Source: an optimization exercise on an open RTL-to-GDS flow (aim: small area). Production flows keep margins and buffers that such runs may drop. The RTL was checked by simulation tests, not by an equivalence proof against the original design. Power is estimated from default activity; no workload was simulated. No driver is modelled on the clock port, so clocking that relies on it looks cheaper here than on a real chip.

==> flow/design.v <==
module mjmux_rx #(
    parameter integer BUFFER_SIZE = 128,
    parameter [6:0]   DEFAULT_ID  = 7'd1
) (
    input  wire        clk,
    input  wire        rst,           
    input  wire        rx_valid,
    input  wire [7:0]  rx_data,
    output wire        rx_ready,
    input  wire        rx_close,      
    input  wire        cfg_we,
    input  wire [7:0]  cfg_wdata,
    output wire [6:0]  node_id,
    output wire        out_valid,
    output wire [7:0]  out_data,
    output wire        out_last,
    input  wire        out_ready,
    output wire [15:0] stat_wrong_id,
    output wire [15:0] stat_checksum,
    output wire [15:0] stat_overrun
);
    localparam [3:0] S_H0      = 4'd0,
                     S_H1      = 4'd1,
                     S_SRC     = 4'd2,
                     S_DST     = 4'd3,
                     S_LEN     = 4'd4,
                     S_PAY     = 4'd5,
                     S_CRC0    = 4'd6,
                     S_CRC1    = 4'd7,
                     S_DELIVER = 4'd8;
    localparam [15:0] CRC_POLY = 16'h1021;
    function [15:0] crc_step;
        input [15:0] c_in;
        input [7:0]  b;
        integer i;
        reg [15:0] c;
        begin
            c = c_in ^ {b, 8'h00};
            for (i = 0; i < 8; i = i + 1) begin
                if (c[15])
                    c = (c << 1) ^ CRC_POLY;
                else
                    c = c << 1;
            end
            crc_step = c;
        end
    endfunction
    localparam [15:0] CRC_HDR = crc_step(crc_step(16'hFFFF, 8'h54), 8'hAB);
    reg [3:0]  state;
    reg [6:0]  id_q;
    reg [6:0]  ph;
    reg [7:0]  idx;        
    reg [7:0]  len_q;
    reg [15:0] crc_q;
    reg        dst_ok;
    reg        lo_ok;
    reg [7:0]  obuf;
    reg        ov;
    reg [15:0] cnt_wrong_id;
    reg [15:0] cnt_checksum;
    reg [15:0] cnt_overrun;
    reg [8*BUFFER_SIZE-1:0] ring;    
    wire st_pay = (state == S_PAY);
    wire st_del = (state == S_DELIVER);
    wire at_end = (idx == len_q);
    assign rx_ready  = !st_del && (!st_pay || (ph == idx[6:0] && !at_end));
    assign node_id   = id_q;
    assign out_valid = ov;
    assign out_data  = obuf;
    assign out_last  = at_end;
    assign stat_wrong_id = cnt_wrong_id;
    assign stat_checksum = cnt_checksum;
    assign stat_overrun  = cnt_overrun;
    wire take = rx_valid && rx_ready;
    wire        crc_tail = (state == S_CRC0) || (state == S_CRC1);
    wire [15:0] crc_next = crc_step(crc_q, crc_tail ? 8'h00 : rx_data);
    wire [15:0] crc_fin  = crc_step(crc_next, 8'h00);
    wire [2:0]  len_n   = idx[2:0];
    wire        hi_new  = idx[7] |
                          ((len_n == 3'd1) ? (|rx_data[6:1]) :
                           (len_n == 3'd4) ? (|rx_data[3:0]) :
                           (len_n != 3'd0) ? (|rx_data[6:0]) : 1'b0);
    wire [7:0]  len_new = (len_n == 3'd0) ? {1'b0, rx_data[6:0]} :
                          {(len_n == 3'd1) ? rx_data[0] : len_q[7], len_q[6:0]};
    wire        len_over = hi_new || (len_new[7] && (|len_new[6:0]));
    wire        load = st_del && (!ov || out_ready) && !(ov && at_end) && !at_end && (ph[3:0] == 4'd0);
    reg  [7:0]  tapv;
    always @(*) begin
        case (ph[6:4])
            3'd0:    tapv = ring[8*127+7:8*127];
            3'd1:    tapv = ring[8*15+7:8*15];
            3'd2:    tapv = ring[8*31+7:8*31];
            3'd3:    tapv = ring[8*47+7:8*47];
            3'd4:    tapv = ring[8*63+7:8*63];
            3'd5:    tapv = ring[8*79+7:8*79];
            3'd6:    tapv = ring[8*95+7:8*95];
            default: tapv = ring[8*111+7:8*111];
        endcase
    end
    always @(posedge clk) begin
        if (rst) begin
            id_q <= DEFAULT_ID;
        end else if (cfg_we) begin
            id_q <= cfg_wdata[6:0];
        end
    end
    always @(posedge clk) begin
        ring <= {ring[8*BUFFER_SIZE-9:0],
                 (take && st_pay) ? rx_data : ring[8*BUFFER_SIZE-1:8*BUFFER_SIZE-8]};
    end
    wire pay_start = take && (state == S_LEN) && !rx_data[7] && !len_over;
    always @(posedge clk) begin
        if (pay_start)
            ph <= 7'd0;
        else if (!load)
            ph <= ph + 7'd1;
    end
    always @(posedge clk) begin
        if (rst) begin
            state        <= S_H0;
            ov           <= 1'b0;
            cnt_wrong_id <= 16'd0;
            cnt_checksum <= 16'd0;
            cnt_overrun  <= 16'd0;
        end else if (rx_close && rx_ready) begin
            state <= S_H0;
        end else begin
            case (state)
                S_H0: if (take) begin
                    if (rx_data == 8'h54)
                        state <= S_H1;
                end
                S_H1: if (take) begin
                    if (rx_data == 8'hAB) begin
                        crc_q <= CRC_HDR;
                        state <= S_SRC;
                    end else if (rx_data != 8'h54) begin
                        state <= S_H0;
                    end
                end
                S_SRC: if (take) begin
                    crc_q <= crc_next;
                    obuf  <= rx_data;
                    state <= S_DST;
                end
                S_DST: if (take) begin
                    crc_q  <= crc_next;
                    dst_ok <= (rx_data == {1'b0, id_q});
                    idx    <= 8'd0;
                    state  <= S_LEN;
                end
                S_LEN: if (take) begin
                    crc_q  <= crc_next;
                    len_q  <= len_new;
                    idx    <= {hi_new, idx[6:0] + 7'd1};
                    if (rx_data[7]) begin
                        if (len_n == 3'd4) begin
                            if (cnt_overrun != 16'hFFFF)
                                cnt_overrun <= cnt_overrun + 16'd1;
                            state <= S_H0;
                        end
                    end else if (len_over) begin
                        if (cnt_overrun != 16'hFFFF)
                            cnt_overrun <= cnt_overrun + 16'd1;
                        state <= S_H0;
                    end else begin
                        idx   <= 8'd0;
                        state <= S_PAY;
                    end
                end
                S_PAY: begin
                    if (at_end) begin
                        state <= S_CRC0;
                    end else if (take) begin
                        crc_q <= crc_next;
                        idx   <= idx + 8'd1;
                    end
                end
                S_CRC0: if (take) begin
                    crc_q <= crc_next;
                    lo_ok <= (crc_fin[7:0] == rx_data);
                    state <= S_CRC1;
                end
                S_CRC1: if (take) begin
                    idx <= 8'd0;
                    if (!lo_ok || crc_next[15:8] != rx_data) begin
                        if (cnt_checksum != 16'hFFFF)
                            cnt_checksum <= cnt_checksum + 16'd1;
                        state <= S_H0;
                    end else if (!dst_ok) begin
                        if (cnt_wrong_id != 16'hFFFF)
                            cnt_wrong_id <= cnt_wrong_id + 16'd1;
                        state <= S_H0;
                    end else begin
                        ov    <= 1'b1;
                        state <= S_DELIVER;
                    end
                end
                S_DELIVER: begin
                    if (ov && out_ready && at_end) begin
                        ov    <= 1'b0;
                        state <= S_H0;
                    end else if (load) begin
                        obuf <= tapv;
                        ov   <= 1'b1;
                        idx  <= idx + 8'd1;
                    end else if (out_ready) begin
                        ov <= 1'b0;
                    end
                end
                default: state <= S_H0;
            endcase
        end
    end
endmodule
==> flow/run.sh <==
#!/bin/bash
# synth_recipe.tcl (not shown) runs the flow's synth.tcl, then flattens the netlist and writes it again
# the make line also repeats each setting of config.mk as NAME=value (left out here)
make -C /OpenROAD-flow-scripts/flow DESIGN_CONFIG=/design/flow/config.mk WORK_HOME=/design/flow/orfs CLKGATE_MAP_FILE= SYNTH_SCRIPT=/design/flow/synth_recipe.tcl finish
==> flow/config.mk <==
export PLATFORM = sky130hd
export DESIGN_NAME = mjmux_rx
export DESIGN_NICKNAME = mjmux_rx
export VERILOG_FILES = /design/flow/design.v
export SDC_FILE = /design/flow/constraint.sdc
export NUM_CORES = 4
export LEC_CHECK = 0
export CAP_MARGIN = 20
export CORE_MARGIN = 2
export CORE_UTILIZATION = 60
export CTS_CLUSTER_DIAMETER = 160
export CTS_CLUSTER_SIZE = 30
export SLEW_MARGIN = 20
==> flow/constraint.sdc <==
create_clock -name core_clock -period 10.0 [get_ports {clk}]
set_input_delay 2.0000 -clock core_clock [delete_from_list [all_inputs] [get_ports {clk}]]
set_output_delay 2.0000 -clock core_clock [all_outputs]
set_load 0.01 [all_outputs]
==> results of run 1 <==
where the power goes:
| group | leakage [nW] | switching, mW | internal [mW] |
|---|---|---|---|
| Sequential | 9.18 | 0.0126 | 4.55 |
| Combinational | 1.76 | 0.127 | 0.0758 |
| Clock | 0.579 | 1.24 | 0.832 |
worst min-delay path by stage:
stage	start	to	slack, ps	depth (start not counted)
global route	ring[717]$_DFF_P_	ring[725]$_DFF_P_	330	0
detailed placement	ring[139]$_DFF_P_	ring[147]$_DFF_P_	310	0
floorplan	ring[992]$_DFF_P_	ring[1000]$_DFF_P_	310	0
CTS	ring[839]$_DFF_P_	ring[847]$_DFF_P_	320	0
global placement	ring[135]$_DFF_P_	ring[143]$_DFF_P_	310	0
finish	ring[839]$_DFF_P_	ring[847]$_DFF_P_	330	0
layout by cell type, fill, tap and decap left out, types with 3 or more instances in the layout:
cell type | netlist | layout
o221ai_1 | 5 | 5
a22o_1 | 4 | 4
xor2_1 | 36 | 36
nand3_1 | 30 | 30
mux2i_1 | 34 | 34
clkbuf_16 | 0 | 45
nor4_2 | 5 | 6
nor3_1 | 26 | 25
nor2_1 | 91 | 91
mux2_2 | 22 | 22
inv_1 | 15 | 15
and3_1 | 19 | 19
a31oi_1 | 7 | 7
or3_1 | 11 | 11
mux4_2 | 6 | 6
edfxtp_1 | 42 | 42
nand2b_1 | 8 | 8
clkbuf_1 | 31 | 9
nor2b_1 | 9 | 9
and4_1 | 3 | 3
a21oi_1 | 19 | 19
o211ai_1 | 10 | 10
o311ai_0 | 4 | 4
ha_1 | 8 | 8
nor4_1 | 10 | 9
buf_4 | 0 | 11
nand2_1 | 59 | 59
o21ai_0 | 34 | 34
nand4_1 | 14 | 14
clkdlybuf4s50_1 | 0 | 85
a21boi_0 | 4 | 3
and2_1 | 5 | 5
xnor2_1 | 78 | 78
dfxtp_1 | 1091 | 1090
through the flow:
step	utilization, %	cells	setup WS (ps)	cell area [um2]	total power, mW
3_5_place_dp	64.0	2440	4610	29000	4.87
2_1_floorplan	-	1789	5880	27500	4.79
3_3_place_gp	64.0	2440	4680	29000	4.87
6_report	66.6	2496	4990	30200	6.83
4_1_cts	66.6	2496	4960	30100	6.90
5_1_grt	66.6	2496	4840	30200	7.09
state kept, by name (all words and copies together), names as in the netlist:
name and cells:
idx 8, obuf 8, cnt_overrun 16, ring 1024, crc_q 16, lo_ok 1
len_q 8, dst_ok 1, cnt_wrong_id 16, cnt_checksum 16, id_q 7, ph 7
ov 1, state 4
critical path, delay by kind of cell (launching register included):
| family | cells | cell delay [ps] |
|---|---|---|
| xor gates and xnor gates | 1 | 200 |
| DFF | 1 | 540 |
| buffers and inverters | 1 | 670 |
| and+or+nand+nor | 1 | 250 |
| AOI/OAI and AO/OA | 2 | 750 |
layout make-up:
cell class | instances | area, um2 | area share, %
inverter | 15 | 56.3 | 0.187
clock buffer | 54 | 1160 | 3.85
tap | 600 | 751 | 2.49
multi-input combinational | 595 | 4120 | 13.7
sequential | 1133 | 23100 | 76.6
clock inverter | 2 | 28.8 | 0.0954
timing repair buffer | 97 | 938 | 3.11
metal layers:
layer  share of wire (%)  wire length [um]  vias up
li1                    -                 -     6016
met1                  52             20700     5743
met2                  42             16800      179
met3                 3.5              1410       64
met4                 2.3               900        0
met5                   0                 0        -
cell families after synthesis:
group                      share of synthesized area (%)
DFF                                                 84.1
and+or+nand+nor                                     5.57
muxes                                               2.63
adders and majority gates                          0.364
buffers and inverters                              0.970
xor gates and xnor gates                            3.80
AOI/OAI and AO/OA                                   2.56
==> flow_metrics.py, run 1 <==
metrics = {
    "worst_setup_path": {
        "criticalPathCategory": "reg2out",
        "start_kind": "register",
        "timing.rr.end": "cnt_wrong_id[9]$_SDFFE_PP0P_",
        "startpoint": "idx[2]$_DFFE_PP_",
        "rrSetupSlack_ps": 6470,
        "crit_end": "rx_ready",
        "cp_max_fo": 9,
        "crit_chain": "xor2_1 -> nor4_1 -> o211ai_1 -> a21oi_2 -> clkdlybuf4s50_1",
        "cp.arrival_ps": 3010,
        "critPathSlowestCell": "clkdlybuf4s50_1",
        "required_ps": 8000,
        "rr_worst_depth": 9,
        "endpoint_kind": "primary output",
        "slowest_delay_ps": 670,
        "reg2reg_from": "state[2]$_SDFFE_PN0P_",
    },
    "yosys": {
        "yosysSeqAreaShare_pct": 84.1,
        "synth.distinct_cells": 64,
        "yosys.area.top_type": "dfxtp_1",
        "avgSynthCellArea_um2": 15.4,
        "ys_seq_elements": 1133,
        "synth_top_area_share_pct": 79.5,
        "synth.area.top_cells": "dfxtp_1 (80%), edfxtp_1 (4.6%), xnor2_1 (2.5%), nor2_1 (1.2%), mux2i_1 (1.2%)",
        "syn_nets": 1819,
        "synth.most_common_cell": "dfxtp_1",
        "synth_edf_count": 42,
        "synth.top_cells.by_count": "dfxtp_1 (1091), nor2_1 (91), xnor2_1 (78)",
        "postSynth.asyncResetShare_pct": 0,
        "ys.flop_type": "dfxtp_1",
        "ys.warnings.count": 1,
        "syn-cell-area_um2": 27500,
        "synthCells": 1789,
    },
    "sta": {
        "hold_violations": 0,
        "rsz0062_at_grt": "false",
        "worstMarginPinSlew_ps": 1030,
        "hold_ws_ps": 328,
        "fin_crit_sh_pct": 50.1,
        "period_minus_slack_ps": 5010,
        "finalSetupViolations": 0,
        "max_slew_margin_pct": 31.2,
        "fin_skew_ps": 21.7,
        "tns_ps": 0,
        "final_max_slew_viol_count": 0,
        "fmax_ghz": 0.200,
    },
    "global_route": {
        "grt_pass1_vias": 11800,
        "antenna_found_initial": 0,
        "grt_pass1_wl_um": 64000,
        "use_met2_pct": 25.0,
        "use_met3_pct": 3.15,
        "use_met1_pct": 26.3,
        "grt_max_degree": 64,
        "grt.total_usage_pct": 17.2,
        "grt_busiest_layer": "met1",
        "grt-ovfl-total": 0,
    },
    "outcome": {
        "status": "finished clean",
    },
    "placed_design": {
        "port_buffers": 86,
        "gp_congestion": 0.848,
        "hpwl_um": 24100,
    },
    "floorplan": {
        "fp.dieH_um": 218,
        "num_rows": 78,
        "core_area_um2": 45300,
        "die_w_um": 218,
        "start_util_pct": 60.7,
        "die_area_um2": 47500,
        "io-pin-count": 88,
    },
    "power": {
        "power.leakage_nw": 11.5,
        "ir_drop_mv": 0.230,
        "powerDensity_nw_per_um2": 227,
    },
    "detailed_routing": {
        "via_count": 12000,
        "dr.pass1.iters": 5,
        "ant_nets": 0,
        "drc": 0,
        "routed_via_density": 4.81,
        "drt-wirelength-per-cell_um": 15.9,
        "drt-total-wl_um": 39800,
        "drt_iter0_drc": 684,
    },
    "run": {
        "maxCapViolCount": 0,
    },
    "final_layout": {
        "drive_above_1_share_pct": 5.43,
        "fillers": 3218,
        "layout.nets": 1915,
        "diodes": 0,
        "areaGrowthSynthToFinish_pct": 9.78,
    },
    "clock_network": {
        "clk_pin_slew_ps": 110,
        "cts_resized": 0,
        "clk_latency_ps": 610,
        "cts_tree": "built",
        "cts_made_buffers": 43,
        "cts.root.buffer_cell": "clkbuf_16",
        "htreeDepth": 2,
        "clockBufferDepth": 3,
        "post_cts_buffers": 0,
        "hold_buffers": 0,
        "cts_sinks": 1133,
    },
    "hold_path": {
        "hold_class": "reg2reg",
    },
}
==> run 2, diff against run 1 <==
--- a/flow/config.mk
+++ b/flow/config.mk
@@ -7,7 +7,7 @@
 export LEC_CHECK = 0
 export CAP_MARGIN = 20
 export CORE_MARGIN = 2
-export CORE_UTILIZATION = 60
-export CTS_CLUSTER_DIAMETER = 160
+export CORE_UTILIZATION = 40
+export CTS_CLUSTER_DIAMETER = 100
 export CTS_CLUSTER_SIZE = 30
 export SLEW_MARGIN = 20
==> flow_metrics.py, run 2 <==
metrics = {
    "outcome": {
        "status": "finished clean",
    },
    "sta": {
        "max_slew_margin_pct": 26.1,
        "worst_slack_ps": 4660,
        "fin_crit_sh_pct": 53.4,
        "finalSetupViolations": 0,
        "tns_ps": 0,
        "rsz0062_at_grt": "false",
        "worstMarginPinSlew_ps": 1110,
        "fin_skew_ps": 22.5,
        "period_minus_slack_ps": 5340,
        "fmax_ghz": 0.187,
        "final_max_slew_viol_count": 0,
        "hold_violations": 0,
    },
    "yosys": {
        "ys_seq_elements": 1133,
        "syn_nets": 1819,
        "synth.most_common_cell": "dfxtp_1",
        "synthCells": 1789,
        "yosys.area_share.simple_pct": 5.57,
        "ys.warnings.count": 1,
        "synth.distinct_cells": 64,
        "synth_xor_area_share_pct": 3.80,
        "synth_fa_ha_area_share_pct": 0.364,
        "postSynth.asyncResetShare_pct": 0,
        "syn-cell-area_um2": 27500,
        "yosysSeqAreaShare_pct": 84.1,
        "synth.top_cells.by_count": "dfxtp_1 (1091), nor2_1 (91), xnor2_1 (78)",
        "synth.area.top_cells": "dfxtp_1 (80%), edfxtp_1 (4.6%), xnor2_1 (2.5%), nor2_1 (1.2%), mux2i_1 (1.2%)",
        "avgSynthCellArea_um2": 15.4,
        "synth_top_area_share_pct": 79.5,
        "synth_edf_count": 42,
        "synth_top_family_by_area": "simple AND/OR/NAND/NOR gates",
        "synthMuxAreaShare_pct": 2.63,
        "yosys.area.top_type": "dfxtp_1",
        "ys.flop_type": "dfxtp_1",
        "synth_compound_area_share_pct": 2.56,
    },
    "floorplan": {
        "start_util_pct": 40.2,
        "io-pin-count": 88,
        "fp.dieH_um": 266,
        "die_area_um2": 70800,
        "num_rows": 96,
        "die_w_um": 266,
        "core_area_um2": 68300,
    },
    "hold_path": {
        "holdPathStages": 0,
        "hold_start": "ring[181]$_DFF_P_",
        "hold_class": "reg2reg",
        "holdPathEnd": "ring[189]$_DFF_P_",
    },
    "final_layout": {
        "final_common_cell": "dfxtp_1",
        "drive_above_1_share_pct": 5.37,
        "diodes": 0,
        "layout_common_cells": "dfxtp_1 (1090), nor2_1 (91), clkdlybuf4s50_1 (85)",
        "largest_reg_flops": 1024,
        "regMostFlops": "ring",
        "layout.nets": 1914,
        "areaGrowthSynthToFinish_pct": 11.0,
    },
    "power": {
        "total_power_mw": 6.84,
        "power.leakage_nw": 11.5,
        "powerDensity_nw_per_um2": 224,
        "ir_drop_mv": 0.116,
    },
    "global_route": {
        "grt_pass1_wl_um": 65300,
        "grt-ovfl-total": 0,
        "grt.total_usage_pct": 11.6,
        "grt_pass1_vias": 11900,
        "grt_max_degree": 63,
        "antenna_found_initial": 0,
    },
    "clock_network": {
        "cts_made_buffers": 43,
        "clk_latency_ps": 620,
        "cts_tree": "built",
        "cts_resized": 0,
        "cts_sinks": 1133,
        "clockBufferDepth": 3,
        "clk_pin_slew_ps": 120,
        "cts.root.buffer_cell": "clkbuf_16",
        "htreeDepth": 2,
        "post_cts_buffers": 0,
        "hold_buffers": 0,
    },
    "placed_design": {
        "gp_congestion": 0.844,
        "port_buffers": 86,
        "hpwl_um": 25200,
        "preCtsSetupSlack_ps": 4640,
    },
    "worst_setup_path": {
        "crit_buf_inv": 2,
        "endpoint_kind": "primary output",
        "rrSetupSlack_ps": 5550,
        "critPathTopFamily": "buffers and inverters",
        "cp_max_fo": 29,
        "cp.arrival_ps": 3340,
        "critPathSlowestCell": "clkdlybuf4s50_1",
        "required_ps": 8000,
        "reg2reg_from": "ph[5]$_SDFFE_PP0N_",
        "crit_chain": "buf_4 -> xor2_1 -> nor4_1 -> o211ai_1 -> a21oi_2 -> clkdlybuf4s50_1",
        "start_kind": "register",
        "slowest_delay_ps": 670,
        "criticalPathCategory": "reg2out",
        "timing.rr.end": "idx[5]$_DFFE_PP_",
        "rr_worst_depth": 8,
    },
    "run": {
        "maxCapViolCount": 0,
    },
    "detailed_routing": {
        "via_count": 12100,
        "drc": 0,
        "routed_via_density": 4.34,
        "drt-wirelength-per-cell_um": 14.8,
        "dr.pass1.iters": 5,
        "drt_iter0_drc": 633,
        "ant_nets": 0,
        "drt-total-wl_um": 41300,
    },
}
-- run 2: how the worst max path moves through the flow --
stage | from | end | slack [ps] | cells past startpoint
floorplan | rx_valid | cnt_wrong_id[15]$_SDFFE_PP0P_ | 5880 | 7
global placement | rx_valid | idx[5]$_DFFE_PP_ | 4590 | 4
detailed placement | rx_data[7] | cnt_wrong_id[7]$_SDFFE_PP0P_ | 4640 | 10
CTS | ph[5]$_SDFFE_PP0N_ | rx_ready | 4620 | 6
global route | ph[5]$_SDFFE_PP0N_ | rx_ready | 4540 | 6
finish | ph[5]$_SDFFE_PP0N_ | rx_ready | 4660 | 6
-- run 2: worst register-to-register path: cells and delay by family (launching register included) --
kind / cells / cell delay (ps)
compound gates: 4 / 2010
xor+xnor: 1 / 140
buf+inv: 1 / 460
flops: 1 / 330
simple gates: 2 / 1140
-- run 2: kinds of logic after synthesis --
family / after synthesis
DFF: 1133
adders and majority gates: 8
and+or+nand+nor: 303
xor gates and xnor gates: 116
buffers and inverters: 61
muxes: 62
AOI/OAI and AO/OA: 106
-- run 2: power breakdown --
| group | leakage, nW | internal (mW) | switching [mW] |
|---|---|---|---|
| Combinational | 1.74 | 0.0756 | 0.137 |
| Sequential | 9.18 | 4.55 | 0.0114 |
| Clock | 0.573 | 0.812 | 1.26 |
| Total | 11.5 | 5.43 | 1.41 |
-- run 2: area by class of cell --
class	instances	area, um2
inverter	15	56.3
tap	882	1100
sequential	1133	23100
fill	5933	37900
multi-input combinational	595	4110
clock inverter	4	63.8
timing repair buffer	96	931
clock buffer	56	1120
-- run 2: per-layer routing --
metal / vias to the layer above / share of wire, % / wire (um) / global-route usage [%]
li1: 6018 / - / - / -
met1: 5812 / 52 / 21400 / 17.0
met2: 169 / 43 / 17600 / 17.5
met3: 73 / 3.4 / 1400 / 2.06
met4: 0 / 2.3 / 956 / 3.83
met5: - / 0 / 0 / 0
-- run 2: through the flow --
stage | utilization, % | hold WS (ps) | area [um2] | cells
6_report | 44.6 | 319 | 30500 | 2781
4_1_cts | 44.6 | 323 | 30500 | 2781
3_3_place_gp | 42.9 | 310 | 29300 | 2721
5_1_grt | 44.6 | 328 | 30500 | 2781
2_1_floorplan | - | 310 | 27500 | 1789
3_5_place_dp | 42.9 | 312 | 29300 | 2721
==> run 3, diff against run 2 <==
==> flow/flow/run.sh (new file) <==
#!/bin/bash
# Own layout flow: the standard synthesis, then the combinational logic re-mapped by ABC's
# default script (registers untouched), then the standard ORFS flow with CTS without dummy loads
# and with small port buffers.
set -euo pipefail
W=$(pwd)
R=$W/orfs/results/$FLOW_PLATFORM/mjmux_rx/base
LIB=$FLOW_HOME/platforms/$FLOW_PLATFORM/lib/sky130_fd_sc_hd__tt_025C_1v80.lib

# 1. the standard synthesis, unchanged
bash standard.sh synth > $W/flow_synth.log 2>&1

# 2. re-map the combinational logic
cp $R/1_2_yosys.v $W/1_2_yosys_std.v
SEQ=$(grep -oE "sky130_fd_sc_hd__(e?dfx[a-z0-9_]*|dfr[a-z0-9_]*|dfs[a-z0-9_]*|sdf[a-z0-9_]*|dl[a-z0-9_]*|conb_1)" $W/1_2_yosys_std.v | sort -u | tr '\n' ' ')
DU=""
for c in $(grep -oE "cell \(\"sky130_fd_sc_hd__(lpflow|probe)[a-z0-9_]*" $LIB | grep -oE "sky130_fd_sc_hd__[a-z0-9_]*" | sort -u); do DU="$DU -dont_use $c"; done
sed -e "s#LIBFILE#$LIB#g" -e "s#SEQCELLS#$SEQ#" -e "s#NETLIST#$R/1_2_yosys.v#g" -e "s#TOP#$FLOW_TOP#" -e "s#DONTUSE#$DU#" \
    flow/remap.ys > $W/remap.ys
yosys -s $W/remap.ys > $W/remap.log 2>&1
rm -f $R/1_synth.odb $R/1_synth.sdc

# 3. the rest of the standard flow
export CTS_ARGS="-sink_clustering_enable -repair_clock_nets -dont_use_dummy_load -sink_clustering_size 30 -sink_clustering_max_diameter 100"
export BUFFER_PORTS_ARGS="-buffer_cell sky130_fd_sc_hd__buf_1"
bash standard.sh > $W/flow_finish.log 2>&1
==> flow/flow/remap.ys (new file) <==
# Re-map the combinational logic of the standard synthesis's netlist with ABC's default
# script. Registers and tie cells stay as they are (same instances, names and cells).
read_liberty -ignore_miss_func LIBFILE
blackbox SEQCELLS
read_verilog NETLIST
hierarchy -top TOP
flatten
opt -purge
abc -liberty LIBFILE DONTUSE
opt_clean -purge
setundef -zero
hilomap -singleton -hicell sky130_fd_sc_hd__conb_1 HI -locell sky130_fd_sc_hd__conb_1 LO
splitnets
opt_clean -purge
stat -liberty LIBFILE
write_verilog -noattr -nohex -nodec -selected NETLIST
==> flow/standard.sh (new file) <==
#!/bin/bash
# synth_recipe.tcl (not shown) runs the flow's synth.tcl, then flattens the netlist and writes it again
# the make line also repeats each setting of config.mk as NAME=value (left out here)
make -C /OpenROAD-flow-scripts/flow DESIGN_CONFIG=/design/flow/config.mk WORK_HOME=/design/flow/orfs CLKGATE_MAP_FILE= SYNTH_SCRIPT=/design/flow/synth_recipe.tcl "${@:-finish}"
--- a/flow/config.mk
+++ b/flow/config.mk
@@ -8,6 +8,4 @@
 export CAP_MARGIN = 20
 export CORE_MARGIN = 2
 export CORE_UTILIZATION = 40
-export CTS_CLUSTER_DIAMETER = 100
-export CTS_CLUSTER_SIZE = 30
 export SLEW_MARGIN = 20
removed: flow/run.sh
==> flow_metrics.py, run 3 <==
metrics = {
    "floorplan": {
        "die_area_um2": 68500,
        "start_util_pct": 40.4,
        "die_w_um": 262,
        "fp.dieH_um": 262,
        "num_rows": 94,
        "io-pin-count": 88,
        "core_area_um2": 65700,
    },
    "worst_setup_path": {
        "cp.arrival_ps": 5350,
        "criticalPathCategory": "in2reg",
        "cp_max_fo": 6,
        "endpoint_kind": "register",
        "rrSetupSlack_ps": 6100,
        "required_ps": 10440,
        "start_kind": "primary input",
    },
    "sta": {
        "finalSetupViolations": 0,
        "hold_violations": 0,
        "final_max_slew_viol_count": 0,
        "max_slew_margin_pct": 32.7,
        "fin_skew_ps": 28.4,
        "period_minus_slack_ps": 4910,
        "fmax_ghz": 0.204,
        "rsz0062_at_grt": "false",
        "tns_ps": 0,
        "fin_crit_sh_pct": 49.1,
        "worstMarginPinSlew_ps": 1010,
    },
    "hold_path": {
        "hold_class": "reg2reg",
    },
    "power": {
        "ir_drop_mv": 0.158,
        "power.leakage_nw": 11.0,
        "p_switching_mw": 1.39,
        "powerDensity_nw_per_um2": 233,
        "pwr-share-clk_pct": 29.2,
        "pwr-share-seq_pct": 67.2,
        "power_frac_comb_pct": 3.6,
        "internal_power_mw": 5.40,
        "p_sw_share_pct": 20.5,
    },
    "clock_network": {
        "clk_pin_slew_ps": 100,
        "clockBufferDepth": 3,
        "post_cts_buffers": 0,
        "hold_buffers": 0,
        "cts_sinks": 1133,
        "htreeDepth": 2,
        "cts_made_buffers": 43,
        "cts_resized": 0,
        "cts_tree": "built",
        "cts.root.buffer_cell": "clkbuf_16",
        "clk_latency_ps": 600,
    },
    "final_layout": {
        "areaGrowthSynthToFinish_pct": 9.77,
        "drive_above_1_share_pct": 3.39,
        "final_util_pct": 44.4,
        "layout.nets": 1855,
        "final_common_cell": "dfxtp_1",
        "fillers": 5749,
        "layout_common_cells": "dfxtp_1 (1091), buf_1 (85), nor2_1 (72)",
        "largest_reg_flops": 1024,
        "regMostFlops": "ring",
        "diodes": 0,
    },
    "global_route": {
        "grt-ovfl-total": 0,
        "grt_max_degree": 43,
        "grt_pass1_wl_um": 63600,
        "grt_pass1_vias": 11700,
        "grt.total_usage_pct": 11.8,
        "antenna_found_initial": 1,
    },
    "placed_design": {
        "hpwl_um": 25200,
        "port_buffers": 86,
        "gp_congestion": 0.844,
    },
    "yosys": {
        "synthCells": 1689,
        "avgSynthCellArea_um2": 15.7,
        "syn_nets": 1711,
        "ys.warnings.count": 1,
        "syn-cell-area_um2": 26600,
    },
    "detailed_routing": {
        "dr.pass1.iters": 5,
        "ant_nets": 0,
        "wl_met2_um": 16600,
        "via_count": 11800,
        "maxUsedRoutingLayer": "met4",
        "drt-wirelength-per-cell_um": 14.8,
        "drt-total-wl_um": 39900,
        "drc": 0,
        "wl_met3_um": 2020,
        "route.layer.met1.wl_um": 20300,
        "drt_iter0_drc": 709,
        "routed_via_density": 4.39,
    },
    "run": {
        "maxCapViolCount": 0,
    },
    "outcome": {
        "status": "finished clean",
    },
}
run 3: cell types whose count changed in the layout (fill, tap and decap cells not counted), moves of 20 or more:
cell	delta
xor2_1	-20
mux2_2	-22
mux2i_1	-26
clkdlybuf4s50_1	-85
buf_1	+85
a21oi_1	+41
xnor2_1	-36
run 3: final timing paths:
check / depth (start not counted) / from / to
worst max-delay path: 11 / rx_data[7] / cnt_wrong_id[12]$_SDFFE_PP0P_
worst min-delay path: 0 / ring[950]$_DFF_P_ / ring[958]$_DFF_P_
worst max register to register: 10 / state[2]$_SDFFE_PN0P_ / cnt_wrong_id[12]$_SDFFE_PP0P_
worst min register to register: 0 / ring[950]$_DFF_P_ / ring[958]$_DFF_P_
run 3: per-stage QoR:
| stage | hold slack, ps | power (mW) | worst slack (ps) | cell area (um2) | std cells |
|---|---|---|---|---|---|
| after floorplan | 310 | 4.80 | 5440 | 26600 | 1689 |
| after global placement | 310 | 4.91 | 4640 | 28100 | 2652 |
| after detailed placement | 312 | 4.91 | 4520 | 28100 | 2652 |
| after CTS | 310 | 6.87 | 5130 | 29200 | 2695 |
| after global routing | 310 | 7.05 | 4810 | 29200 | 2695 |
| final | 309 | 6.79 | 5090 | 29200 | 2695 |
run 3: power groups by stage:
stage	Sequential, mW	Clock (mW)	Combinational [mW]
2_1_floorplan	4.68	0	0.111
3_3_place_gp	4.67	0	0.244
3_5_place_dp	4.67	0	0.245
4_1_cts	4.56	2.06	0.246
5_1_grt	4.57	2.21	0.265
6_report	4.56	1.99	0.241
run 3: layout make-up:
class	count	area, um2	area share, %
Clock buffer	43	1080	3.69
Sequential cell	1133	23100	79.2
Inverter	19	71.3	0.244
Multi-Input combinational cell	537	3420	11.7
Timing Repair Buffer	99	422	1.45
Tap cell	864	1080	3.71
run 3: critical path: stages:
cell	delay, ps
buf_1	220
clkinv_1	360
nor2_1	360
xor3_1	580
xnor3_1	240
nand2_1	160
nor3_1	510
and4_1	360
and4_1	300
and3_1	200
nor3_1	60
run 3: layer usage:
| layer | vias up | track usage, % |
|---|---|---|
| met4 | 0 | 3.69 |
| li1 | 5893 | - |
| met3 | 64 | 2.76 |
| met2 | 223 | 17.5 |
| met5 | - | 0 |
| met1 | 5649 | 17.0 |
==> run 4, diff against run 3 <==
--- a/flow/design.v
+++ b/flow/design.v
@@ -83,7 +83,7 @@
     wire [7:0]  len_new = (len_n == 3'd0) ? {1'b0, rx_data[6:0]} :
                           {(len_n == 3'd1) ? rx_data[0] : len_q[7], len_q[6:0]};
     wire        len_over = hi_new || (len_new[7] && (|len_new[6:0]));
-    wire        load = st_del && (!ov || out_ready) && !(ov && at_end) && !at_end && (ph[3:0] == 4'd0);
+    wire        load = st_del && (!ov || out_ready) && !at_end && (ph[3:0] == 4'd0);
     reg  [7:0]  tapv;
     always @(*) begin
         case (ph[6:4])
--- a/flow/flow/run.sh
+++ b/flow/flow/run.sh
@@ -21,6 +21,6 @@
 rm -f $R/1_synth.odb $R/1_synth.sdc
 
 # 3. the rest of the standard flow
-export CTS_ARGS="-sink_clustering_enable -repair_clock_nets -dont_use_dummy_load -sink_clustering_size 30 -sink_clustering_max_diameter 100"
+export CTS_ARGS="-sink_clustering_enable -repair_clock_nets -dont_use_dummy_load -sink_clustering_size 30 -sink_clustering_max_diameter 80"
 export BUFFER_PORTS_ARGS="-buffer_cell sky130_fd_sc_hd__buf_1"
 bash standard.sh > $W/flow_finish.log 2>&1
==> flow_metrics.py, run 4 <==
metrics = {
    "yosys": {
        "ys.warnings.count": 1,
        "synthCells": 1697,
        "avgSynthCellArea_um2": 15.7,
        "syn-cell-area_um2": 26600,
        "syn_nets": 1719,
    },
    "worst_setup_path": {
        "required_ps": 10410,
        "timing.rr.end": "cnt_wrong_id[9]$_SDFFE_PP0P_",
        "criticalPathCategory": "in2reg",
        "cp_max_fo": 11,
        "cp.arrival_ps": 5660,
        "start_kind": "primary input",
        "rrSetupSlack_ps": 5790,
        "endpoint_kind": "register",
        "rr_worst_depth": 10,
        "reg2reg_from": "state[3]$_SDFFE_PN0P_",
    },
    "floorplan": {
        "fp.dieH_um": 262,
        "start_util_pct": 40.5,
        "die_w_um": 262,
        "core_area_um2": 65900,
        "io-pin-count": 88,
        "num_rows": 94,
        "die_area_um2": 68700,
    },
    "power": {
        "internal_power_mw": 5.45,
        "power.leakage_nw": 11.1,
        "p_switching_mw": 1.39,
        "p_sw_share_pct": 20.4,
        "ir_drop_mv": 0.183,
        "total_power_mw": 6.85,
        "powerDensity_nw_per_um2": 234,
        "power_frac_comb_pct": 3.5,
        "pwr-share-clk_pct": 29.9,
        "pwr-share-seq_pct": 66.6,
    },
    "clock_network": {
        "post_cts_buffers": 0,
        "cts.root.buffer_cell": "clkbuf_16",
        "htreeDepth": 2,
        "hold_buffers": 0,
        "cts_sinks": 1133,
        "cts_tree": "built",
        "clk_latency_ps": 630,
        "cts_resized": 0,
        "clockBufferDepth": 3,
        "clk_pin_slew_ps": 100,
        "cts_made_buffers": 46,
    },
    "global_route": {
        "grt_pass1_vias": 11500,
        "grt_max_degree": 48,
        "grt_busiest_layer": "met2",
        "grt.total_usage_pct": 11.5,
        "use_met2_pct": 17.1,
        "use_met1_pct": 16.3,
        "use_met3_pct": 2.88,
        "antenna_found_initial": 1,
        "grt_pass1_wl_um": 62500,
        "grt-ovfl-total": 0,
    },
    "placed_design": {
        "gp_congestion": 0.843,
        "port_buffers": 86,
        "hpwl_um": 24300,
    },
    "detailed_routing": {
        "drt_iter0_drc": 746,
        "drt-total-wl_um": 39600,
        "routed_via_density": 4.42,
        "ant_nets": 0,
        "via_count": 12000,
        "drt-wirelength-per-cell_um": 14.7,
        "dr.pass1.iters": 5,
        "drc": 0,
    },
    "final_layout": {
        "drive_above_1_share_pct": 3.53,
        "final_common_cell": "dfxtp_1",
        "largest_reg_flops": 1024,
        "layout_common_cells": "dfxtp_1 (1091), buf_1 (85), nor2_1 (64)",
        "layout.nets": 1863,
        "regMostFlops": "ring",
        "areaGrowthSynthToFinish_pct": 9.96,
    },
    "run": {
        "maxCapViolCount": 0,
    },
    "hold_path": {
        "holdPathStages": 0,
        "hold_class": "reg2reg",
        "hold_start": "ring[404]$_DFF_P_",
        "holdPathEnd": "ring[412]$_DFF_P_",
    },
    "sta": {
        "rsz0062_at_grt": "false",
        "hold_violations": 0,
        "final_max_slew_viol_count": 0,
        "worstMarginPinSlew_ps": 980,
        "fin_skew_ps": 81.4,
        "fmax_ghz": 0.190,
        "finalSetupViolations": 0,
        "tns_ps": 0,
        "max_slew_margin_pct": 34.7,
        "fin_crit_sh_pct": 52.6,
        "period_minus_slack_ps": 5260,
    },
    "outcome": {
        "status": "finished clean",
    },
}
-- run 4: how the worst max path moves through the flow --
stage,start,endpoint,slack [ps],depth (start not counted)
4_1_cts,rx_data[7],cnt_wrong_id[14]$_SDFFE_PP0P_,4450,10
3_3_place_gp,rx_data[7],cnt_wrong_id[14]$_SDFFE_PP0P_,4010,10
2_1_floorplan,rx_data[7],cnt_checksum[9]$_SDFFE_PP0P_,5060,9
3_5_place_dp,rx_data[7],cnt_wrong_id[14]$_SDFFE_PP0P_,3880,10
5_1_grt,rx_data[7],cnt_wrong_id[9]$_SDFFE_PP0P_,4380,10
6_report,rx_data[7],cnt_wrong_id[9]$_SDFFE_PP0P_,4740,10
-- run 4: per-stage QoR --
stage	worst slack, ps	hold slack [ps]	cell area [um2]	util, %	cells
final	4740	283	29300	44.5	2704
after global routing	4380	279	29300	44.5	2703
after CTS	4450	276	29300	44.5	2703
after detailed placement	3880	312	28100	42.7	2657
after global placement	4010	310	28100	42.7	2657
after floorplan	5060	310	26600	-	1697
-- run 4: final cells by class --
| type | instances | area (um2) |
|---|---|---|
| inverters | 16 | 60.1 |
| diodes | 1 | 2.50 |
| well taps | 864 | 1080 |
| flip-flops and latches | 1133 | 23100 |
| repair buffers | 96 | 399 |
| multi-input cells | 548 | 3510 |
| clock buffers | 46 | 1150 |
| fillers | 5814 | 36600 |
-- run 4: power by group through the flow --
stage | registers [mW] | logic (mW) | clock network [mW]
finish | 4.56 | 0.240 | 2.05
global route | 4.57 | 0.260 | 2.28
global placement | 4.67 | 0.242 | 0
detailed placement | 4.67 | 0.244 | 0
CTS | 4.56 | 0.244 | 2.12
floorplan | 4.70 | 0.108 | 0
-- run 4: routing by layer --
metal  vias up  share of wire (%)
met5         -              0.040
met4         2                2.6
met3        77                4.8
met2       227                 44
met1      5715                 49
li1       5935                  -
-- run 4: critical path: stages --
cell and delay (ps):
buf_1 540, o21ai_0 190, a21oi_1 330, xnor3_1 340, xnor2_1 170, nor4b_1 720, nand4_1 340, nor3_1 660
and4_1 310, nor3_1 60
==> run 5, diff against run 4 <==
--- a/flow/flow/run.sh
+++ b/flow/flow/run.sh
@@ -1,6 +1,6 @@
 #!/bin/bash
-# Own layout flow: the standard synthesis, then the combinational logic re-mapped by ABC's
-# default script (registers untouched), then the standard ORFS flow with CTS without dummy loads
+# Own layout flow: the standard synthesis, then the combinational logic re-mapped by ABC (remap.abc,
+# registers untouched), then the standard ORFS flow with CTS without dummy loads
 # and with small port buffers.
 set -euo pipefail
 W=$(pwd)
@@ -15,7 +15,7 @@
 SEQ=$(grep -oE "sky130_fd_sc_hd__(e?dfx[a-z0-9_]*|dfr[a-z0-9_]*|dfs[a-z0-9_]*|sdf[a-z0-9_]*|dl[a-z0-9_]*|conb_1)" $W/1_2_yosys_std.v | sort -u | tr '\n' ' ')
 DU=""
 for c in $(grep -oE "cell \(\"sky130_fd_sc_hd__(lpflow|probe)[a-z0-9_]*" $LIB | grep -oE "sky130_fd_sc_hd__[a-z0-9_]*" | sort -u); do DU="$DU -dont_use $c"; done
-sed -e "s#LIBFILE#$LIB#g" -e "s#SEQCELLS#$SEQ#" -e "s#NETLIST#$R/1_2_yosys.v#g" -e "s#TOP#$FLOW_TOP#" -e "s#DONTUSE#$DU#" \
+sed -e "s#LIBFILE#$LIB#g" -e "s#SEQCELLS#$SEQ#" -e "s#NETLIST#$R/1_2_yosys.v#g" -e "s#TOP#$FLOW_TOP#" -e "s#DONTUSE#$DU#" -e "s#ABCSCRIPT#$W/flow/remap.abc#" \
     flow/remap.ys > $W/remap.ys
 yosys -s $W/remap.ys > $W/remap.log 2>&1
 rm -f $R/1_synth.odb $R/1_synth.sdc
==> flow/flow/remap.abc (new file) <==
strash; ifraig; scorr; dc2; strash; &get -n; &dch -f; &nf -R 1000; &put
==> flow/flow/remap.ys (replaced) <==
# Re-map the combinational logic of the standard synthesis's netlist with an area-minded ABC
# script (remap.abc). Registers and tie cells stay as they are (same instances, names and cells).
read_liberty -ignore_miss_func LIBFILE
blackbox SEQCELLS
read_verilog NETLIST
hierarchy -top TOP
flatten
opt -purge
abc -script ABCSCRIPT -liberty LIBFILE DONTUSE
opt_clean -purge
setundef -zero
hilomap -singleton -hicell sky130_fd_sc_hd__conb_1 HI -locell sky130_fd_sc_hd__conb_1 LO
splitnets
opt_clean -purge
stat -liberty LIBFILE
write_verilog -noattr -nohex -nodec -selected NETLIST
==> flow_metrics.py, run 5 <==
metrics = {
    "global_route": {
        "grt_pass1_wl_um": 62200,
        "grt_busiest_layer": "met1",
        "use_met3_pct": 3.07,
        "use_met1_pct": 16.6,
        "antenna_found_initial": 1,
        "grt_pass1_vias": 11700,
        "grt-ovfl-total": 0,
        "grt_max_degree": 49,
        "use_met2_pct": 16.4,
        "grt.total_usage_pct": 11.4,
    },
    "power": {
        "total_power_mw": 6.85,
        "pwr-share-seq_pct": 66.6,
        "pwr-share-clk_pct": 29.9,
        "powerDensity_nw_per_um2": 235,
        "ir_drop_mv": 0.139,
        "power.leakage_nw": 11.0,
        "power_frac_comb_pct": 3.5,
        "p_sw_share_pct": 20.4,
        "internal_power_mw": 5.45,
        "p_switching_mw": 1.40,
    },
    "detailed_routing": {
        "drt-wirelength-per-cell_um": 14.2,
        "routed_via_density": 4.38,
        "drc": 0,
        "drt_iter0_drc": 661,
        "ant_nets": 0,
        "dr.pass1.iters": 6,
        "via_count": 11800,
        "drt-total-wl_um": 38400,
    },
    "worst_setup_path": {
        "crit_chain": "buf_1 -> xnor2_1 -> o311ai_0 -> a31oi_1 -> nor2_1 -> nand3_1 -> or4_1 -> nor2_1 -> and3_1 -> and3_1 -> nor2b_1 -> and3_1 -> and3_1 -> o21ai_0 -> a21oi_1",
        "critPathSlowestCell": "buf_1",
        "cp_common_cell": "and3_1",
        "slowest_delay_ps": 560,
        "reg2reg_from": "state[1]$_SDFFE_PN0P_",
        "required_ps": 10520,
        "startpoint": "rx_data[3]",
        "cp.arrival_ps": 6100,
        "rr_worst_depth": 15,
        "start_kind": "primary input",
        "endpoint_kind": "register",
        "criticalPathCategory": "in2reg",
        "crit_end": "cnt_wrong_id[14]$_SDFFE_PP0P_",
        "cp_max_fo": 11,
        "rrSetupSlack_ps": 5160,
        "timing.rr.end": "cnt_wrong_id[14]$_SDFFE_PP0P_",
    },
    "placed_design": {
        "port_buffers": 86,
        "placed_cell_area_um2": 28000,
        "hpwl_um": 23100,
        "gp_congestion": 0.863,
    },
    "yosys": {
        "ys.warnings.count": 1,
        "synthCells": 1693,
        "avgSynthCellArea_um2": 15.7,
        "syn-cell-area_um2": 26500,
        "syn_nets": 1715,
    },
    "outcome": {
        "status": "finished clean",
    },
    "floorplan": {
        "start_util_pct": 40.4,
        "fp.dieH_um": 261,
        "core_area_um2": 65600,
        "die_w_um": 261,
        "io-pin-count": 88,
        "die_area_um2": 68300,
        "num_rows": 94,
    },
    "final_layout": {
        "diodes": 0,
        "layout_common_cells": "dfxtp_1 (1091), buf_1 (85), nor2_1 (83)",
        "final_common_cell": "dfxtp_1",
        "layout.nets": 1859,
        "largest_reg_flops": 1024,
        "areaGrowthSynthToFinish_pct": 10.0,
        "regMostFlops": "ring",
        "drive_above_1_share_pct": 3.49,
        "final_cell_area_um2": 29100,
    },
    "sta": {
        "worstMarginPinSlew_ps": 1030,
        "hold_violations": 0,
        "period_minus_slack_ps": 5580,
        "final_max_slew_viol_count": 0,
        "tns_ps": 0,
        "fmax_ghz": 0.179,
        "finalSetupViolations": 0,
        "fin_skew_ps": 62.1,
        "hold_ws_ps": 271,
        "rsz0062_at_grt": "false",
        "fin_crit_sh_pct": 55.8,
        "max_slew_margin_pct": 31.3,
    },
    "clock_network": {
        "cts.root.buffer_cell": "clkbuf_16",
        "post_cts_buffers": 0,
        "cts_tree": "built",
        "cts_sinks": 1133,
        "clk_pin_slew_ps": 100,
        "clockBufferDepth": 3,
        "htreeDepth": 2,
        "cts_made_buffers": 46,
        "hold_buffers": 0,
        "cts_resized": 0,
        "clk_latency_ps": 610,
    },
    "run": {
        "maxCapViolCount": 0,
    },
    "hold_path": {
        "hold_class": "reg2reg",
    },
}
-- run 5: worst min path at each step --
stage | startpoint | end | slack [ps] | depth (start not counted)
6_report | ring[887]$_DFF_P_ | ring[895]$_DFF_P_ | 270 | 0
5_1_grt | ring[887]$_DFF_P_ | ring[895]$_DFF_P_ | 270 | 0
4_1_cts | ring[887]$_DFF_P_ | ring[895]$_DFF_P_ | 270 | 0
3_5_place_dp | ring[992]$_DFF_P_ | ring[1000]$_DFF_P_ | 310 | 0
3_3_place_gp | ring[647]$_DFF_P_ | ring[655]$_DFF_P_ | 310 | 0
2_1_floorplan | ring[992]$_DFF_P_ | ring[1000]$_DFF_P_ | 310 | 0
-- run 5: per-stage QoR --
stage / setup slack, ps / cells / utilization, %
after detailed placement: 3890 / 2653 / 42.7
final: 4420 / 2699 / 44.4
after floorplan: 5040 / 1693 / -
after CTS: 4500 / 2699 / 44.4
after global placement: 3990 / 2653 / 42.7
after global routing: 4170 / 2699 / 44.4
-- run 5: final cells by class --
cell class,instances,area (um2)
fill,5814,36500
sequential,1133,23100
multi-input combinational,550,3370
clock buffer,46,1150
tap,864,1080
timing repair buffer,96,399
inverter,10,37.5
-- run 5: power by group through the flow --
stage,Combinational (mW),Clock (mW),Sequential [mW]
after floorplan,0.107,0,4.70
after global placement,0.234,0,4.67
after detailed placement,0.239,0,4.67
after CTS,0.240,2.14,4.56
after global routing,0.262,2.28,4.57
final,0.237,2.05,4.56
-- run 5: worst max-delay path, delay by kind of cell --
kind / cells / cell delay [ps]
compound gates: 4 / 680
xor+xnor: 1 / 340
buf+inv: 1 / 560
simple gates: 9 / 2500
-- run 5: metal layers --
| metal | part of all wire (%) | up-vias |
|---|---|---|
| li1 | - | 5888 |
| met1 | 51 | 5626 |
| met2 | 40 | 238 |
| met3 | 5.6 | 68 |
| met4 | 2.7 | 0 |
| met5 | 0 | - |
==> run 6, diff against run 5 <==
--- a/flow/flow/run.sh
+++ b/flow/flow/run.sh
@@ -21,6 +21,6 @@
 rm -f $R/1_synth.odb $R/1_synth.sdc
 
 # 3. the rest of the standard flow
-export CTS_ARGS="-sink_clustering_enable -repair_clock_nets -dont_use_dummy_load -sink_clustering_size 30 -sink_clustering_max_diameter 80"
+export CTS_ARGS="-sink_clustering_enable -repair_clock_nets -dont_use_dummy_load -buf_list sky130_fd_sc_hd__clkbuf_4 -sink_clustering_size 11 -sink_clustering_max_diameter 40"
 export BUFFER_PORTS_ARGS="-buffer_cell sky130_fd_sc_hd__buf_1"
 bash standard.sh > $W/flow_finish.log 2>&1
==> flow_metrics.py, run 6 <==
metrics = {
    "detailed_routing": {
        "drt_iter0_drc": 544,
        "wl_met2_um": 16200,
        "dr.pass1.iters": 5,
        "ant_nets": 0,
        "drt-total-wl_um": 39500,
        "route.layer.met1.wl_um": 19500,
        "drt-wirelength-per-cell_um": 14.2,
        "via_count": 12400,
        "routed_via_density": 4.44,
        "maxUsedRoutingLayer": "met4",
        "drc": 0,
        "wl_met3_um": 2620,
    },
    "placed_design": {
        "gp_congestion": 0.863,
        "preCtsSetupSlack_ps": 3890,
        "hpwl_um": 23100,
        "placed_cell_area_um2": 28000,
        "port_buffers": 86,
    },
    "sta": {
        "fin_skew_ps": 75.5,
        "fin_crit_sh_pct": 53.3,
        "hold_violations": 0,
        "finalSetupViolations": 0,
        "rsz0062_at_grt": "false",
        "period_minus_slack_ps": 5330,
        "worst_slack_ps": 4670,
        "max_slew_margin_pct": 32.1,
        "final_max_slew_viol_count": 0,
        "fmax_ghz": 0.187,
        "tns_ps": 0,
        "worstMarginPinSlew_ps": 1020,
    },
    "clock_network": {
        "cts_resized": 0,
        "cts_made_buffers": 131,
        "clk_latency_ps": 970,
        "cts.root.buffer_cell": "clkbuf_4",
        "clockBufferDepth": 3,
        "cts_sinks": 1133,
        "htreeDepth": 4,
        "clk_pin_slew_ps": 80,
        "hold_buffers": 0,
        "post_cts_buffers": 0,
        "cts_tree": "built",
    },
    "worst_setup_path": {
        "endpoint_kind": "register",
        "cp.arrival_ps": 6180,
        "cp_common_cell": "and3_1",
        "start_kind": "primary input",
        "cp_max_fo": 11,
        "required_ps": 10840,
        "crit_chain": "buf_1 -> xnor2_1 -> mux2i_1 -> o21ai_0 -> a22oi_1 -> nand3_1 -> or4_1 -> nor2_1 -> and3_1 -> and3_1 -> nor2b_1 -> and3_1 -> and3_1 -> o21ai_0 -> a21oi_1",
        "critPathSlowestCell": "buf_1",
        "slowest_delay_ps": 570,
        "criticalPathCategory": "in2reg",
    },
    "floorplan": {
        "start_util_pct": 40.4,
        "die_w_um": 261,
        "core_area_um2": 65600,
        "num_rows": 94,
        "die_area_um2": 68300,
        "io-pin-count": 88,
        "fp.dieH_um": 261,
    },
    "power": {
        "powerDensity_nw_per_um2": 230,
        "ir_drop_mv": 0.127,
        "total_power_mw": 6.67,
        "power.leakage_nw": 11.0,
    },
    "final_layout": {
        "largest_reg_flops": 1024,
        "areaGrowthSynthToFinish_pct": 9.39,
        "layout.nets": 1944,
        "fillers": 5867,
        "layout_common_cells": "dfxtp_1 (1091), clkbuf_4 (131), buf_1 (85)",
        "drive_above_1_share_pct": 7.76,
        "final_cell_area_um2": 29000,
        "final_common_cell": "dfxtp_1",
        "regMostFlops": "ring",
    },
    "global_route": {
        "grt_pass1_wl_um": 64900,
        "antenna_found_initial": 1,
        "grt_max_degree": 49,
        "grt.total_usage_pct": 12.2,
        "grt_pass1_vias": 12500,
        "grt-ovfl-total": 0,
    },
    "yosys": {
        "syn-cell-area_um2": 26500,
        "synthCells": 1693,
        "ys.warnings.count": 1,
        "avgSynthCellArea_um2": 15.7,
        "syn_nets": 1715,
    },
    "run": {
        "maxCapViolCount": 0,
    },
    "outcome": {
        "status": "finished clean",
    },
    "hold_path": {
        "hold_class": "reg2reg",
    },
}
run 6: cell types whose count changed in the layout (fill, tap and decap cells not counted):
cell       delta
clkbuf_16    -46
clkbuf_4    +131
diode_2       +3
run 6: final timing paths:
kind / slack, ps / startpoint / to / depth (start not counted)
worst max register to register: 5070 / state[3]$_SDFFE_PN0P_ / cnt_wrong_id[14]$_SDFFE_PP0P_ / 14
worst min register to register: 260 / ring[728]$_DFF_P_ / ring[736]$_DFF_P_ / 0
worst max-delay path: 4670 / rx_data[3] / cnt_wrong_id[14]$_SDFFE_PP0P_ / 15
worst min-delay path: 260 / ring[728]$_DFF_P_ / ring[736]$_DFF_P_ / 0
run 6: critical path: cells and delay by family:
kind	cells	cell delay, ps
buf+inv	1	570
xor+xnor	1	340
simple gates	8	2430
mux	1	270
compound gates	4	570
run 6: final cells by class:
class	count	area [um2]	share of cell area, %
Inverter	10	37.5	0.130
Timing Repair Buffer	96	399	1.38
Antenna cell	3	7.51	0.0259
Tap cell	864	1080	3.73
Clock buffer	131	983	3.39
Sequential cell	1133	23100	79.7
Multi-Input combinational cell	550	3370	11.6
run 6: routing by layer:
layer / global-route usage, % / vias up
met1: 16.6 / 5856
met4: 6.00 / 0
met3: 4.60 / 106
met5: 0 / -
met2: 16.9 / 307
li1: - / 6102
run 6: stage by stage:
stage / util, % / hold slack, ps / instances
2_1_floorplan: - / 310 / 1693
3_3_place_gp: 42.7 / 311 / 2653
3_5_place_dp: 42.7 / 312 / 2653
4_1_cts: 44.2 / 252 / 2784
5_1_grt: 44.2 / 263 / 2785
6_report: 44.2 / 259 / 2787
run 6: where the power goes:
group / switching (mW) / internal (mW) / total, mW / leakage, nW
clock: 1.27 / 0.606 / 1.87 / 0.603
sequential: 0.0144 / 4.55 / 4.56 / 9.16
combinational: 0.158 / 0.0775 / 0.236 / 1.29
==> run 7, diff against run 6 <==
--- a/flow/design.v
+++ b/flow/design.v
@@ -108,20 +108,64 @@
         ring <= {ring[8*BUFFER_SIZE-9:0],
                  (take && st_pay) ? rx_data : ring[8*BUFFER_SIZE-1:8*BUFFER_SIZE-8]};
     end
-    wire pay_start = take && (state == S_LEN) && !rx_data[7] && !len_over;
-    always @(posedge clk) begin
-        if (pay_start)
+    wire st_len  = (state == S_LEN);
+    wire len_end = take && st_len && !rx_data[7];
+    always @(posedge clk) begin
+        if (st_len)
             ph <= 7'd0;
         else if (!load)
             ph <= ph + 7'd1;
     end
     always @(posedge clk) begin
+        if (state == S_H0 || state == S_H1)
+            crc_q <= CRC_HDR;
+        else if (take)
+            crc_q <= crc_next;
+    end
+    always @(posedge clk) begin
+        if (state == S_SRC)
+            obuf <= rx_data;
+        else if (load)
+            obuf <= tapv;
+    end
+    always @(posedge clk) begin
+        if (state == S_DST)
+            dst_ok <= (rx_data == {1'b0, id_q});
+        if (state == S_CRC0)
+            lo_ok <= (crc_fin[7:0] == rx_data);
+        if (st_len)
+            len_q <= len_new;
+    end
+    always @(posedge clk) begin
+        if (state == S_DST || len_end || state == S_CRC1)
+            idx <= 8'd0;
+        else if (take && st_len)
+            idx <= {hi_new, idx[6:0] + 7'd1};
+        else if ((take && st_pay) || load)
+            idx <= idx + 8'd1;
+    end
+    wire crc_ok = lo_ok && (crc_next[15:8] == rx_data);
+    wire inc_over = take && st_len && (rx_data[7] ? (len_n == 3'd4) : len_over);
+    wire inc_crc  = take && (state == S_CRC1) && !crc_ok;
+    wire inc_id   = take && (state == S_CRC1) && crc_ok && !dst_ok;
+    always @(posedge clk) begin
         if (rst) begin
-            state        <= S_H0;
-            ov           <= 1'b0;
             cnt_wrong_id <= 16'd0;
             cnt_checksum <= 16'd0;
             cnt_overrun  <= 16'd0;
+        end else begin
+            if (inc_over && cnt_overrun != 16'hFFFF)
+                cnt_overrun <= cnt_overrun + 16'd1;
+            if (inc_crc && cnt_checksum != 16'hFFFF)
+                cnt_checksum <= cnt_checksum + 16'd1;
+            if (inc_id && cnt_wrong_id != 16'hFFFF)
+                cnt_wrong_id <= cnt_wrong_id + 16'd1;
+        end
+    end
+    always @(posedge clk) begin
+        if (rst) begin
+            state <= S_H0;
+            ov    <= 1'b0;
         end else if (rx_close && rx_ready) begin
             state <= S_H0;
         end else begin
@@ -131,65 +175,27 @@
                         state <= S_H1;
                 end
                 S_H1: if (take) begin
-                    if (rx_data == 8'hAB) begin
-                        crc_q <= CRC_HDR;
+                    if (rx_data == 8'hAB)
                         state <= S_SRC;
-                    end else if (rx_data != 8'h54) begin
-                        state <= S_H0;
-                    end
-                end
-                S_SRC: if (take) begin
-                    crc_q <= crc_next;
-                    obuf  <= rx_data;
-                    state <= S_DST;
-                end
-                S_DST: if (take) begin
-                    crc_q  <= crc_next;
-                    dst_ok <= (rx_data == {1'b0, id_q});
-                    idx    <= 8'd0;
-                    state  <= S_LEN;
-                end
+                    else if (rx_data != 8'h54)
+                        state <= S_H0;
+                end
+                S_SRC: if (take) state <= S_DST;
+                S_DST: if (take) state <= S_LEN;
                 S_LEN: if (take) begin
-                    crc_q  <= crc_next;
-                    len_q  <= len_new;
-                    idx    <= {hi_new, idx[6:0] + 7'd1};
                     if (rx_data[7]) begin
-                        if (len_n == 3'd4) begin
-                            if (cnt_overrun != 16'hFFFF)
-                                cnt_overrun <= cnt_overrun + 16'd1;
+                        if (len_n == 3'd4)
                             state <= S_H0;
-                        end
                     end else if (len_over) begin
-                        if (cnt_overrun != 16'hFFFF)
-                            cnt_overrun <= cnt_overrun + 16'd1;
                         state <= S_H0;
                     end else begin
-                        idx   <= 8'd0;
                         state <= S_PAY;
                     end
                 end
-                S_PAY: begin
-                    if (at_end) begin
-                        state <= S_CRC0;
-                    end else if (take) begin
-                        crc_q <= crc_next;
-                        idx   <= idx + 8'd1;
-                    end
-                end
-                S_CRC0: if (take) begin
-                    crc_q <= crc_next;
-                    lo_ok <= (crc_fin[7:0] == rx_data);
-                    state <= S_CRC1;
-                end
+                S_PAY: if (at_end) state <= S_CRC0;
+                S_CRC0: if (take) state <= S_CRC1;
                 S_CRC1: if (take) begin
-                    idx <= 8'd0;
-                    if (!lo_ok || crc_next[15:8] != rx_data) begin
-                        if (cnt_checksum != 16'hFFFF)
-                            cnt_checksum <= cnt_checksum + 16'd1;
-                        state <= S_H0;
-                    end else if (!dst_ok) begin
-                        if (cnt_wrong_id != 16'hFFFF)
-                            cnt_wrong_id <= cnt_wrong_id + 16'd1;
+                    if (!crc_ok || !dst_ok) begin
                         state <= S_H0;
                     end else begin
                         ov    <= 1'b1;
@@ -201,9 +207,7 @@
                         ov    <= 1'b0;
                         state <= S_H0;
                     end else if (load) begin
-                        obuf <= tapv;
-                        ov   <= 1'b1;
-                        idx  <= idx + 8'd1;
+                        ov <= 1'b1;
                     end else if (out_ready) begin
                         ov <= 1'b0;
                     end
==> flow_metrics.py, run 7 <==
metrics = {
    "clock_network": {
        "clockBufferDepth": 3,
        "post_cts_buffers": 0,
        "htreeDepth": 3,
        "cts_sinks": 1133,
        "clk_latency_ps": 890,
        "hold_buffers": 0,
        "cts_tree": "built",
        "cts.root.buffer_cell": "clkbuf_4",
        "clk_pin_slew_ps": 110,
        "cts_resized": 0,
        "cts_made_buffers": 118,
    },
    "sta": {
        "hold_ws_ps": 260,
        "hold_violations": 0,
        "worst_slack_ps": 4710,
        "tns_ps": 0,
        "fin_crit_sh_pct": 52.9,
        "rsz0062_at_grt": "false",
        "fmax_ghz": 0.189,
        "fin_skew_ps": 99.8,
        "finalSetupViolations": 0,
        "period_minus_slack_ps": 5290,
        "worstMarginPinSlew_ps": 925,
        "final_max_slew_viol_count": 0,
        "max_slew_margin_pct": 37.5,
    },
    "final_layout": {
        "areaGrowthSynthToFinish_pct": 9.01,
        "final_cell_area_um2": 28500,
        "final_util_pct": 44.1,
        "layout_common_cells": "dfxtp_1 (1115), clkbuf_4 (118), buf_1 (85)",
        "regMostFlops": "ring",
        "layout.nets": 1916,
        "final_common_cell": "dfxtp_1",
        "drive_above_1_share_pct": 6.98,
        "fillers": 5774,
        "largest_reg_flops": 1024,
    },
    "detailed_routing": {
        "drt-wirelength-per-cell_um": 13.9,
        "dr.pass1.iters": 7,
        "drc": 0,
        "drt-total-wl_um": 38300,
        "drt_iter0_drc": 460,
        "via_count": 12000,
        "ant_nets": 0,
        "routed_via_density": 4.35,
    },
    "power": {
        "ir_drop_mv": 0.130,
        "pwr-share-clk_pct": 26.8,
        "p_sw_share_pct": 21.5,
        "p_switching_mw": 1.41,
        "pwr-share-seq_pct": 69.2,
        "power_frac_comb_pct": 3.9,
        "power.leakage_nw": 11.0,
        "powerDensity_nw_per_um2": 231,
        "internal_power_mw": 5.17,
    },
    "yosys": {
        "synthCells": 1682,
        "avgSynthCellArea_um2": 15.5,
        "syn_nets": 1704,
        "ys.warnings.count": 1,
        "syn-cell-area_um2": 26100,
    },
    "floorplan": {
        "fp.dieH_um": 260,
        "num_rows": 93,
        "io-pin-count": 88,
        "core_area_um2": 64600,
        "die_area_um2": 67400,
        "die_w_um": 260,
        "start_util_pct": 40.5,
    },
    "worst_setup_path": {
        "critPathSlowestCell": "nor4b_1",
        "criticalPathCategory": "reg2out",
        "start_kind": "register",
        "endpoint_kind": "primary output",
        "required_ps": 8000,
        "cp_max_fo": 14,
        "rrSetupSlack_ps": 4980,
        "slowest_delay_ps": 810,
        "crit_chain": "nor4b_1 -> nor4_1 -> a31oi_1 -> clkinv_1 -> buf_1",
        "cp.arrival_ps": 3290,
    },
    "global_route": {
        "grt_pass1_wl_um": 62400,
        "grt_pass1_vias": 12000,
        "antenna_found_initial": 7,
        "grt_max_degree": 57,
        "grt.total_usage_pct": 11.6,
        "grt-ovfl-total": 0,
    },
    "run": {
        "maxCapViolCount": 0,
    },
    "hold_path": {
        "hold_class": "reg2reg",
    },
    "placed_design": {
        "preCtsSetupSlack_ps": 4000,
        "gp_congestion": 0.811,
        "port_buffers": 86,
        "hpwl_um": 23000,
        "placed_cell_area_um2": 27600,
    },
    "outcome": {
        "status": "finished clean",
    },
}
-- run 7: worst max-delay path: cells and delay by family, from the launching register on --
family	cells	cell delay, ps
simple gates	2	970
flops	1	660
buf+inv	2	450
compound gates	1	330
-- run 7: power by group through the flow --
stage	clock network [mW]	logic, mW	registers (mW)
3_3_place_gp	0	0.259	4.66
2_1_floorplan	0	0.123	4.68
4_1_cts	1.86	0.265	4.55
5_1_grt	2.05	0.283	4.56
6_report	1.77	0.260	4.55
3_5_place_dp	0	0.264	4.66
-- run 7: routing by layer --
metal  wire length, um  vias to the layer above  GRT usage [%]
li1                  -                     5959              -
met1             19100                     5714           16.3
met2             16200                      190           16.7
met3              1890                       93           3.74
met4               933                        8           4.52
met5                51                        -              0
-- run 7: final timing paths --
path	from	cells after the start	end
setup / recovery	state[3]$_SDFFE_PP0P_	5	rx_ready
hold / removal	ring[461]$_DFF_P_	0	ring[469]$_DFF_P_
setup reg to reg	state[3]$_SDFFE_PP0P_	18	cnt_checksum[13]$_SDFFE_PP0P_
hold reg to reg	ring[461]$_DFF_P_	0	ring[469]$_DFF_P_
-- run 7: per-stage QoR --
step           cells  total power [mW]
3_3_place_gp    2629              4.92
3_5_place_dp    2629              4.92
2_1_floorplan   1682              4.81
4_1_cts         2747              6.68
5_1_grt         2751              6.89
6_report        2753              6.58
-- run 7: cell type report --
| cell class | count | area [um2] | share of cell area (%) |
|---|---|---|---|
| Antenna cell | 6 | 15.0 | 0.0527 |
| Sequential cell | 1133 | 22900 | 80.2 |
| Tap cell | 855 | 1070 | 3.75 |
| Clock buffer | 118 | 886 | 3.11 |
| Multi-Input combinational cell | 533 | 3240 | 11.4 |
| Timing Repair Buffer | 92 | 369 | 1.29 |
| Inverter | 16 | 60.1 | 0.211 |

[what the ideal ports hide]
The results above use ideal ports. As a check the final layouts listed here were re-extracted and re-timed, cells and wires unchanged.
Step 1, drivers: a clkbuf_16 drives clk and a buf_2 each remaining input, both assumed.
Step 2, shift: input delay + t, output delay - t, t = (earliest + latest rising clock arrival at the registers) / 2. This alone moves slack from input paths to output paths.
a / b / c = ideal ports / drivers / drivers and shift; a / b = the first two.
run | shift t [ns] | setup WS [ns] | hold WS [ns] | latest minus earliest clock arrival (ns)
run 1 | 0.657 | 4.993 / 4.934 / 4.573 | 0.328 / 0.328 / 0.328 | 0.033 / 0.033
run 2 | 0.669 | 4.659 / 4.597 / 4.596 | 0.319 / 0.319 / 0.319 | 0.025 / 0.025
run 3 | 0.637 | 5.093 / 5.100 / 4.464 | 0.309 / 0.309 / 0.309 | 0.039 / 0.039
run 4 | 0.653 | 4.743 / 4.762 / 4.109 | 0.283 / 0.283 / 0.283 | 0.081 / 0.082
run 5 | 0.639 | 4.424 / 4.426 / 3.787 | 0.271 / 0.271 / 0.271 | 0.063 / 0.063
run 6 | 0.980 | 4.666 / 4.662 / 3.682 | 0.259 / 0.259 / 0.259 | 0.091 / 0.092
run 7 | 0.880 | 4.707 / 4.654 / 3.915 | 0.260 / 0.260 / 0.260 | 0.125 / 0.126
After both steps setup and hold are still met in every run listed. The setup slack of run 6, which loses most, moves by -0.004 ns with the drivers and by -0.984 ns with both steps.
